What follows belongs to an exercise in optimizing a design on an open flow for small area, a short achievable clock period and few clock cycles per item; a production flow would make more cautious choices.
Only simulation tests tie the RTL to the original design; equivalence was not proved.
Power figures rest on the tool's default switching activity, not on a simulated workload.

==> flow/design.v <==
module clkrate_engine (
    input  wire        clk,
    input  wire        rst,
    input  wire        start,
    input  wire [31:0] tag,
    input  wire [1:0]  core,
    output wire        ready,
    output reg         done,
    output wire [63:0] rate,
    output reg  [1:0]  err,
    input  wire [63:0] osc_hz,
    input  wire [63:0] intosc_hz,
    input  wire [63:0] fpga_hz,
    input  wire [31:0] m_pllglob,
    input  wire [31:0] m_pllm,
    input  wire [31:0] m_pllc1,
    input  wire [31:0] m_pllc2,
    input  wire [31:0] m_pllc3,
    input  wire [31:0] p_pllglob,
    input  wire [31:0] p_pllm,
    input  wire [31:0] p_pllc1,
    input  wire [31:0] p_pllc2,
    input  wire [31:0] p_pllc3,
    input  wire [31:0] m_nocclk,
    input  wire [31:0] m_nocdiv,
    input  wire [31:0] ctrl,
    input  wire [31:0] core01ctr,
    input  wire [31:0] core23ctr,
    input  wire [31:0] core2ctr,
    input  wire [31:0] core3ctr,
    input  wire [31:0] p_emacctl,
    input  wire [31:0] emacactr,
    input  wire [31:0] emacbctr,
    input  wire [31:0] emacptpctr
);
    localparam integer R1 = 4;                   
    parameter integer R2 = 2;                    
    localparam integer N1  = 64 / R1;
    localparam integer N2  = 64 / R2;
    localparam integer K2S = 44;                 
    localparam [1:0] ERR_OK          = 2'd0;
    localparam [1:0] ERR_UNSUPPORTED = 2'd1;
    localparam [1:0] ERR_DIVZERO     = 2'd2;
    localparam [2:0] S_IDLE = 3'd0;
    localparam [2:0] S_L1   = 3'd1;
    localparam [2:0] S_L2   = 3'd2;
    localparam [2:0] S_P1   = 3'd3;
    localparam [2:0] S_P2   = 3'd4;
    localparam [2:0] S_SH   = 3'd5;
    reg  [2:0]  state;
    reg         sup_q;       
    reg  [3:0]  t;           
    reg  [1:0]  core_q;
    reg         pll_q;       
    reg         peri_q;      
    reg  [1:0]  osel_q;      
    reg         skip;        
    reg  [1:0]  lz;          
    reg  [R2-1:0] nb;        
    reg         lzon;        
    reg  [73:0] z;
    reg  [3:0]  aq;          
    reg  [5:0]  aq3;         
    reg  [9:0]  mq;          
    reg  [11:0] mq3;         
    reg  [2:0]  hi0;         
    reg  [3:0]  ra;          
    reg  [R1-1:0] dq;        
    reg  [10:0] c1, c2;      
    reg         rtop;        
    reg         pass2;       
    reg         fastp;       
    reg  [2:0]  sh_q;        
    reg  [10:0] r1, r2;      
    reg  [R2-1:0] q1p;       
    reg  [5:0]  cnt;         
    reg         zsrc_q;      
    reg         fault_q;     
    assign ready = (state == S_IDLE);
    assign rate  = z[63:0];
    wire is_mpu  = (t == 4'd0);
    wire is_emac = (t == 4'd6) || (t == 4'd7) || (t == 4'd8);
    wire is_ptp  = (t == 4'd9);
    reg emac_sel;
    always @(*) begin
        case (t)
            4'd6:    emac_sel = p_emacctl[26];
            4'd7:    emac_sel = p_emacctl[27];
            default: emac_sel = p_emacctl[28];
        endcase
    end
    reg [31:0] gsel;
    always @(*) begin
        if (is_mpu)       gsel = core_q[1] ? core23ctr : core01ctr;
        else if (is_emac) gsel = emac_sel ? emacbctr : emacactr;
        else if (is_ptp)  gsel = emacptpctr;
        else              gsel = m_nocclk;
    end
    wire [2:0]  src  = gsel[18:16];
    wire        pll  = (src[2:1] == 2'b00);
    wire        peri = src[0];
    wire [31:0] pllglob = peri ? p_pllglob : m_pllglob;
    wire [1:0]  psrc    = pllglob[17:16];
    wire [3:0]  aref    = pllglob[11:8];
    wire [31:0] corex = core_q[0] ? core3ctr : core2ctr;
    wire [1:0] l4mp = m_nocdiv[17:16];
    wire [1:0] l4sp = m_nocdiv[19:18];
    reg  [2:0] shamt_d;
    always @(*) begin
        case (t)
            4'd2, 4'd10, 4'd12: shamt_d = {1'b0, l4mp};
            4'd3:               shamt_d = {1'b0, l4sp};
            4'd4:               shamt_d = ctrl[0] ? 3'd1 : 3'd2;
            4'd5, 4'd11:        shamt_d = {1'b0, l4mp} + 3'd2;
            default:            shamt_d = 3'd0;
        endcase
    end
    reg [4:0] pow2m1;                
    always @(*) begin
        case (shamt_d)
            3'd0:    pow2m1 = 5'h00;
            3'd1:    pow2m1 = 5'h01;
            3'd2:    pow2m1 = 5'h03;
            3'd3:    pow2m1 = 5'h07;
            3'd4:    pow2m1 = 5'h0f;
            default: pow2m1 = 5'h1f;
        endcase
    end
    wire [31:0] pllm = peri_q ? p_pllm : m_pllm;
    wire [31:0] pglob_q = peri_q ? p_pllglob : m_pllglob;
    reg  [31:0] pllc;
    always @(*) begin
        if (is_mpu)                  pllc = peri_q ? p_pllc1 : m_pllc1;
        else if (is_emac || is_ptp)  pllc = peri_q ? p_pllc2 : m_pllc2;
        else                         pllc = peri_q ? p_pllc3 : m_pllc3;
    end
    reg [63:0] f;
    always @(*) begin
        case (osel_q)
            2'd0:    f = osc_hz;
            2'd1:    f = intosc_hz;
            default: f = fpga_hz;
        endcase
    end
    wire f_hi0 = (osel_q == 2'd0) ? hi0[0] : (osel_q == 2'd1) ? hi0[1] : hi0[2];
    function [5:0] astep;            
        input [3:0] r;
        input [1:0] b;
        input [3:0] a;
        input [5:0] a3;
        reg   [5:0] tr;
        reg   [6:0] d1, d2, d3;
        begin
            tr = {r, b};
            d1 = {1'b0, tr} - {3'b000, a};
            d2 = {1'b0, tr} - {2'b00, a, 1'b0};
            d3 = {1'b0, tr} - {1'b0, a3};
            if (!d3[6])      astep = {2'd3, d3[3:0]};
            else if (!d2[6]) astep = {2'd2, d2[3:0]};
            else if (!d1[6]) astep = {2'd1, d1[3:0]};
            else             astep = {2'd0, tr[3:0]};
        end
    endfunction
    wire [5:0] as1  = astep(ra, z[73:72], aq, aq3);
    wire [5:0] as2  = astep(as1[3:0], z[71:70], aq, aq3);
    wire [3:0] qd   = {as1[5:4], as2[5:4]};
    wire [3:0] ra_n = as2[3:0];
    function [11:0] mmul;            
        input [1:0]  d;
        input [9:0]  m;
        input [11:0] m3;
        case (d)
            2'd0:    mmul = 12'd0;
            2'd1:    mmul = {2'b00, m};
            2'd2:    mmul = {1'b0, m, 1'b0};
            default: mmul = m3;
        endcase
    endfunction
    wire [11:0] pa  = mmul(dq[3:2], mq, mq3);
    wire [11:0] pb  = mmul(dq[1:0], mq, mq3);
    wire [16:0] plo = {1'b0, z[11:0], 4'd0} + {3'd0, pa, 2'd0} + {5'd0, pb};
    wire [57:0] zhi = z[69:12];
    reg  [57:0] phi;
    integer k;
    always @(*) begin
        for (k = 0; k < 58; k = k + 1)
            phi[k] = zhi[k] ^ (plo[16] & (&(zhi | ~((58'd1 << k) - 58'd1))));
    end
    wire [73:0] z_p1 = {phi, plo[15:0]};
    function [11:0] dstep;           
        input [10:0] r;
        input        b;
        input [10:0] c;
        reg   [11:0] tr;
        begin
            tr = {r, b};
            if (tr > {1'b0, c}) dstep = {1'b1, tr[10:0] - c - 11'd1};
            else                dstep = {1'b0, tr[10:0]};
        end
    endfunction
    reg [R2-1:0] q1n, q2n;
    reg [10:0]   r1_n, r2_n;
    reg [11:0]   s1, s2;
    integer j;
    always @(*) begin
        r1_n = r1; r2_n = r2;
        for (j = 0; j < R2; j = j + 1) begin
            s1 = dstep(r1_n, nb[R2-1-j], c1);
            s2 = dstep(r2_n, q1p[R2-1-j], c2);
            r1_n = s1[10:0]; r2_n = s2[10:0];
            q1n[R2-1-j] = s1[11];
            q2n[R2-1-j] = s2[11];
        end
    end
    wire early1 = !sup_q;                        
    wire early2 = zsrc_q || fault_q;             
    wire last   = (cnt == 6'd0);
    wire need2  = is_mpu && core_q[1];
    wire again  = last && need2 && !pass2;       
    wire p2n    = (state == S_P2) && (pass2 || again);
    wire cont2  = (state == S_P2) && !again;
    always @(posedge clk) begin
        if (rst) begin
            state <= S_IDLE;
            done  <= 1'b0;
        end else begin
            done <= 1'b0;
            case (state)
                S_IDLE: if (start) state <= S_L1;
                S_L1: begin
                    if (early1) begin
                        done  <= 1'b1;
                        state <= S_IDLE;
                    end else begin
                        state <= S_L2;
                    end
                end
                S_L2: begin
                    if (early2 || (fastp && sh_q == 3'd0)) begin
                        done  <= 1'b1;
                        state <= S_IDLE;
                    end else begin
                        state <= fastp ? S_SH : pll_q ? S_P1 : S_P2;
                    end
                end
                S_SH: begin
                    if (last) begin
                        done  <= 1'b1;
                        state <= S_IDLE;
                    end
                end
                S_P1: if (last) state <= S_P2;
                default: begin
                    if (last && !again) begin
                        done  <= 1'b1;
                        state <= S_IDLE;
                    end
                end
            endcase
        end
    end
    always @(posedge clk) begin
        if (state == S_IDLE) begin
            sup_q  <= (tag <= 32'd12);
            t      <= tag[3:0];
            core_q <= core;
        end
        pll_q   <= pll;
        peri_q  <= peri;
        osel_q  <= pll ? psrc : (src[1:0] ^ 2'b10);      
        c2      <= p2n ? 11'd0 : (is_mpu || is_emac || is_ptp) ? gsel[10:0] : {6'd0, pow2m1};
        zsrc_q  <= pll ? (psrc == 2'd3) : (src > 3'd4);
        fault_q <= pll && (psrc != 2'd3) && (aref == 4'd0);
        aq      <= pglob_q[11:8];
        aq3     <= {2'b00, pglob_q[11:8]} + {1'b0, pglob_q[11:8], 1'b0};
        mq      <= pllm[9:0];
        mq3     <= {2'b00, mq} + {1'b0, mq, 1'b0};
        hi0     <= {fpga_hz[63:32] == 32'd0, intosc_hz[63:32] == 32'd0, osc_hz[63:32] == 32'd0};
        c1      <= p2n ? corex[10:0] : pll_q ? pllc[10:0] : 11'd0;
        rtop    <= !pll_q && !p2n;
        skip    <= (pll_q || p2n) && f_hi0;
        pass2   <= p2n;
        fastp   <= !pll && !(is_mpu || is_emac || is_ptp);
        sh_q    <= shamt_d;
        err     <= !sup_q ? ERR_UNSUPPORTED : fault_q ? ERR_DIVZERO : ERR_OK;
        ra  <= (state == S_P1) ? ra_n : 4'd0;
        dq  <= (state == S_P1) ? qd : {R1{1'b0}};
        r1  <= cont2 ? r1_n : 11'd0;
        r2  <= cont2 ? r2_n : 11'd0;
        q1p <= cont2 ? q1n : {R2{1'b0}};
        case (state)
            S_L1: z <= 74'd0;                
            S_L2: begin
                z <= (fastp ? {10'd0, f} : f_hi0 ? {f[31:0], 42'd0} : {f, 10'd0}) & {74{~early2}};
                lz   <= 2'd0;
                lzon <= 1'b1;
                nb   <= f_hi0 ? f[31:30] : f[63:62];
                if (fastp)      cnt <= {3'd0, sh_q} - 6'd1;
                else if (pll_q) cnt <= f_hi0 ? N1/2 : N1;
                else            cnt <= f_hi0 ? N2/2 : N2;
            end
            S_SH: begin
                z   <= {1'b0, z[73:1]};
                cnt <= cnt - 6'd1;
            end
            S_P1: begin
                z   <= {z_p1[73:66], z_p1[65:64] & {2{~last}}, z_p1[63:0]};
                nb  <= 2'b00;
                cnt <= last ? (skip ? K2S / R2 - {4'd0, lz, 1'b0} : N2 + 1) : cnt - 6'd1;
                if (lzon && !last && qd == 4'd0 && lz != 2'd2) lz <= lz + 2'd1;
                else if (!last) lzon <= 1'b0;
            end
            default: begin
                z   <= {z[73-R2:K2S-R2] & {(74-K2S){~skip}},
                        z[K2S-R2-1:K2S-R2-4] & {4{~(skip && lz != 2'd0)}},
                        z[K2S-R2-5:K2S-R2-8] & {4{~(skip && lz == 2'd2)}},
                        z[K2S-R2-9:0], q2n};
                cnt <= again ? (f_hi0 ? K2S / R2 - {4'd0, lz, 1'b0} : N2 + 1) : cnt - 6'd1;
                if (again)     nb <= 2'b00;
                else if (rtop) nb <= z[71:70];
                else if (!skip) nb <= z[63:62];
                else case (lz)
                    2'd0:    nb <= z[K2S-3:K2S-4];
                    2'd1:    nb <= z[K2S-7:K2S-8];
                    default: nb <= z[K2S-11:K2S-12];
                endcase
            end
        endcase
    end
endmodule
==> flow/flow/run.sh <==
#!/bin/bash
# Layout flow: the standard ORFS flow (standard.sh, unchanged synthesis and
# steps), with plain sky130_fd_sc_hd__buf_1 cells as the input/output port
# buffers and timing repair aimed at a 3.6 ns cycle (setup margin 6.4 ns on the
# 10 ns clock). The make output goes to flow_make.log; each ORFS step keeps its
# own log under orfs/logs/.
set -euo pipefail
export BUFFER_PORTS_ARGS="-buffer_cell sky130_fd_sc_hd__buf_1"
bash standard.sh SETUP_SLACK_MARGIN=6.4 "${@:-finish}" > flow_make.log 2>&1
==> flow/standard.sh <==
#!/bin/bash
# synth_recipe.tcl (not shown) runs the flow's synth.tcl, then flattens the netlist and writes it again
# the make line also repeats each setting of config.mk as NAME=value (left out here)
make -C /OpenROAD-flow-scripts/flow DESIGN_CONFIG=/design/flow/config.mk WORK_HOME=/design/flow/orfs CLKGATE_MAP_FILE= SYNTH_SCRIPT=/design/flow/synth_recipe.tcl "${@:-finish}"
==> flow/config.mk <==
export PLATFORM = sky130hd
export DESIGN_NAME = clkrate_engine
export DESIGN_NICKNAME = clkrate_engine
export VERILOG_FILES = /design/flow/design.v
export SDC_FILE = /design/flow/constraint.sdc
export NUM_CORES = 4
export LEC_CHECK = 0
export ABC_AREA = 1
export CAP_MARGIN = 20
export CORE_AREA = 5 5 335 335
export DIE_AREA = 0 0 340 340
export SETUP_SLACK_MARGIN = 5
export SLEW_MARGIN = 20
==> flow/constraint.sdc <==
create_clock -name core_clock -period 10.0 [get_ports {clk}]
set_input_delay 2.0000 -clock core_clock [delete_from_list [all_inputs] [get_ports {clk}]]
set_output_delay 2.0000 -clock core_clock [all_outputs]
set_load 0.01 [all_outputs]
==> run notes <==
[area by class of cell]
class	instances	share of cell area [%]
Sequential cell	199	17.9
Antenna cell	28	0.299
Clock buffer	21	2.01
Timing Repair Buffer	562	10.3
Clock inverter	11	0.491
Tap cell	1414	7.54
Multi-Input combinational cell	2146	54.9
Inverter	403	6.50
[state kept, by name (all words and copies together) (netlist names), 6 cells and up]
signal and cells:
r2 11, r1 11, c1 11, cnt 6, c2 11, z 74
mq 10, aq3 6, mq3 12
[power groups by stage]
| stage | logic (W) | clock network (W) | registers, W |
|---|---|---|---|
| finish | 0.00623 | 0.000761 | 0.00157 |
| global placement | 0.00537 | 0 | 0.00156 |
| floorplan | 0.00395 | 0 | 0.00137 |
| global route | 0.00688 | 0.000806 | 0.00161 |
| detailed placement | 0.00541 | 0 | 0.00157 |
| CTS | 0.00564 | 0.000785 | 0.00155 |
[cells by family (layout without fill, tap and decap cells)]
family                   count (synthesis)  after routing
AO/OA/AOI/OAI                          608            608
XOR/XNOR                                55             55
adder cells (fa/ha/maj)                136            136
buffers and inverters                  579            997
flip-flops                             199            199
multiplexers                            32             32
other                                    0             28
AND/OR/NAND/NOR                       1311           1315
[critical path, stage by stage, from the launching register on]
cell and delay, ns:
dfxtp_1 0.35, nor2_1 0.11, inv_1 0.09, nor2_4 0.21
buf_1 0.18
[per-layer routing]
layer  vias up  track usage (%)  share of wire (%)
met5         -                0               0.26
met4        46             6.02                3.0
met3       184             9.63                 16
met2      1213             24.2                 40
met1     10400             21.6                 41
li1      10700                -                  -
[layout by cell type (no fill, tap or decap), types with 18 or more instances in the layout]
cell,instances
nand2_1,590
buf_1,507
inv_1,371
nand3_1,239
nor2_1,233
dfxtp_1,165
a21oi_1,152
o21ai_0,142
ha_1,94
nand4_1,71
o22ai_1,66
o211ai_1,45
buf_4,45
xor2_1,37
nor4_1,30
inv_2,29
diode_2,28
nor2_2,28
nor3_1,27
a22oi_1,25
o21bai_1,24
nand2_2,23
mux2i_1,22
o221ai_1,21
clkbuf_16,20
o21ai_1,18
xnor2_1,18
fa_1,18
edfxtp_1,18
[what timing repair did]
item | in CTS | in global routing
endpoints found under the setup margin | 93 | 92
pin swaps | 7 | 38
cloned | 2 | 5
setup buffers | 10 | 24
resized for setup | 36 | 124
[metrics by stage]
step / cells / power, W / util (%)
final: 4784 / 0.00856 / 21.6
after global routing: 4767 / 0.00930 / 21.6
after CTS: 4727 / 0.00798 / 20.8
after detailed placement: 4683 / 0.00697 / 20.1
after global placement: 4682 / 0.00693 / 20.1
after floorplan: 2920 / 0.00532 / -
[final timing paths]
| kind | start | to | slack [ns] |
|---|---|---|---|
| min | mq[0] | mq3[0] | 0.38 |
| min reg2reg | mq[0] | mq3[0] | 0.38 |
| max | state[0] | ready | 6.53 |
| max reg2reg | dq[0] | z[17] | 6.53 |
==> flow_summary.yaml <==
outcome:
  status: "complete, no violations"
final_layout:
  fillCellCount: 12300
  final_layout_size_suffix_gt1_share_pct: 9.13
  fin_area_mm2: 0.0235
  multiInputGateArea_mm2: 0.0129
  final-seq-area_mm2: 0.00420
  area_delta_synth_final_pct: 23.9
  final_net_count: 4366
drt:
  drt-total-wl_um: 106000
  wire_per_inst_um: 22.1
  ant_nets: 0
  dr.pass1.iters: 7
  drt_iter0_drc: 2181
  drc_errors: 0
  vias: 22500
  vias_per_cell: 4.70
logic_synthesis:
  synth_ff_type: "dfxtp_1"
  yosysMostFrequentCell: "nand2_1"
  synth_seq_cells: 199
  syn_nets: 3957
  yosysUniqueCellTypes: 57
  synth_xor_area_share_pct: 2.54
  post-synth-top-area-cell: "dfxtp_1"
  synth_simple_gate_area_share_pct: 31.2
  synth_compound_area_share_pct: 19.6
  ys_async_sr_fraction_pct: 0
  ys_warn_count: 1
  synth_top_area_share_pct: 19.1
  avgSynthCellArea_um2: 6.48
  ys_seq_area_share_pct: 22.0
  synth_top_family_by_area: "simple AND/OR/NAND/NOR gates"
  ys_top_cells_by_count: "nand2_1, inv_1, nor2_1, nand3_1, dfxtp_1"
  synth-edff-count: 18
  synth_area_mm2: 0.0189
  muxShareOfSynthArea_pct: 1.76
  synthTopCellsByArea: "dfxtp_1, nand2_1, ha_1, inv_1, nand3_1"
  synth_cells: 2920
  synth_fa_ha_area_share_pct: 9.82
floorplanning:
  die_height_um: 340
  die-width_um: 340
  rows: 121
  io_pins: 969
  floorplan.core_area_mm2: 0.109
  dieArea_mm2: 0.116
  initial_core_util_pct: 17.4
clock_tree:
  cts_tree: "yes"
  clock_latency_ns: 0.53
  cts_buffers: 17
  clock-sinks: 199
  cts_root_buf: "clkbuf_16"
  clk_pin_slew_ns: 0.09
  cts-root-to-sink-buffers: 2
  ctsHtreeMaxLevel: 4
  hold_buffers: 0
sta:
  fin_crit_sh_pct: 34.7
  setup_viol: 0
  setup_tns_ns: 0
  finalHoldViolCount: 0
  maxSlewHeadroom_pct: 23.9
  drv_slew: 0
  fin_ws_ns: 6.53
  fmax_ghz: 0.288
  rsz0062_at_grt: "true"
  tightest_slew_ns: 1.13
  finalHoldWorstSlack_ns: 0.385
  fin_worst_skew_ns: 0.0157
  post-route-min-period_ns: 3.47
place:
  dp_hpwl_um: 86500
  place_area_mm2: 0.0218
  globalplace.congestion: 0.945
  pre_cts_slack_ns: 5.67
  io_buffers: 507
worst_setup_path:
  worstSetupStartpointType: "register"
  cp.required_ns: 8.00
  end_kind: "primary output"
  critPathKind: "register to primary output"
  crit_arrival_ns: 1.47
  rr_worst_depth: 18
  crit_fanout: 3
global_route:
  grt_pass1_wl_um: 143000
  grt_remaining_overflow: 0
  antenna_found_initial: 51
  grt_max_degree: 66
  grt_pass1_vias: 20300
  grt_usage_pct: 17.1
power_and_ir_drop:
  clkPwrFrac_pct: 8.9
  sw_frac_of_total_pct: 56.9
  seq_power_share_pct: 18.4
  irDropWorstVdd_mv: 0.167
  power_density_mw_per_mm2: 365
  intPower_w: 0.00369
  switchingPower_w: 0.00487
  p_leak_nw: 9.89
  comb_power_share_pct: 72.8
job:
  maxCapViolations: 0
worst_hold_path:
  hold_depth: 0
  hp-class: "register to register"
Testbench counts, summed over its fixed seeds: cycles 51,133, items 2,400.

==> separate check: timing with driven ports <==
In the flow no input, the clock included, has a driving cell. The finished layout below was timed again as built, in two steps.
Step 1 (the two cells are an assumption about what drives the block):
set clk [get_ports {clk}]
set_driving_cell -lib_cell sky130_fd_sc_hd__clkbuf_16 $clk
set_driving_cell -lib_cell sky130_fd_sc_hd__buf_2 [delete_from_list [all_inputs] $clk]
Step 2 moves the port delays by t, midway between the first and last clock arrival at a register: inputs arrive t later, outputs are due t later. That takes back most of the time a late clock gives input paths.
Three values: ideal ports, drivers, drivers and shift; two values: the first two.
shift t [ns]: 0.575
setup WS [ns]: 6.531 / 6.472 / 6.118
clock arrival spread, ns: 0.017 / 0.018
pins driven straight from the clock port: 1
After both steps setup and hold are still met in this run. The setup slack of this run moves by -0.059 ns with the drivers and by -0.413 ns with both steps.
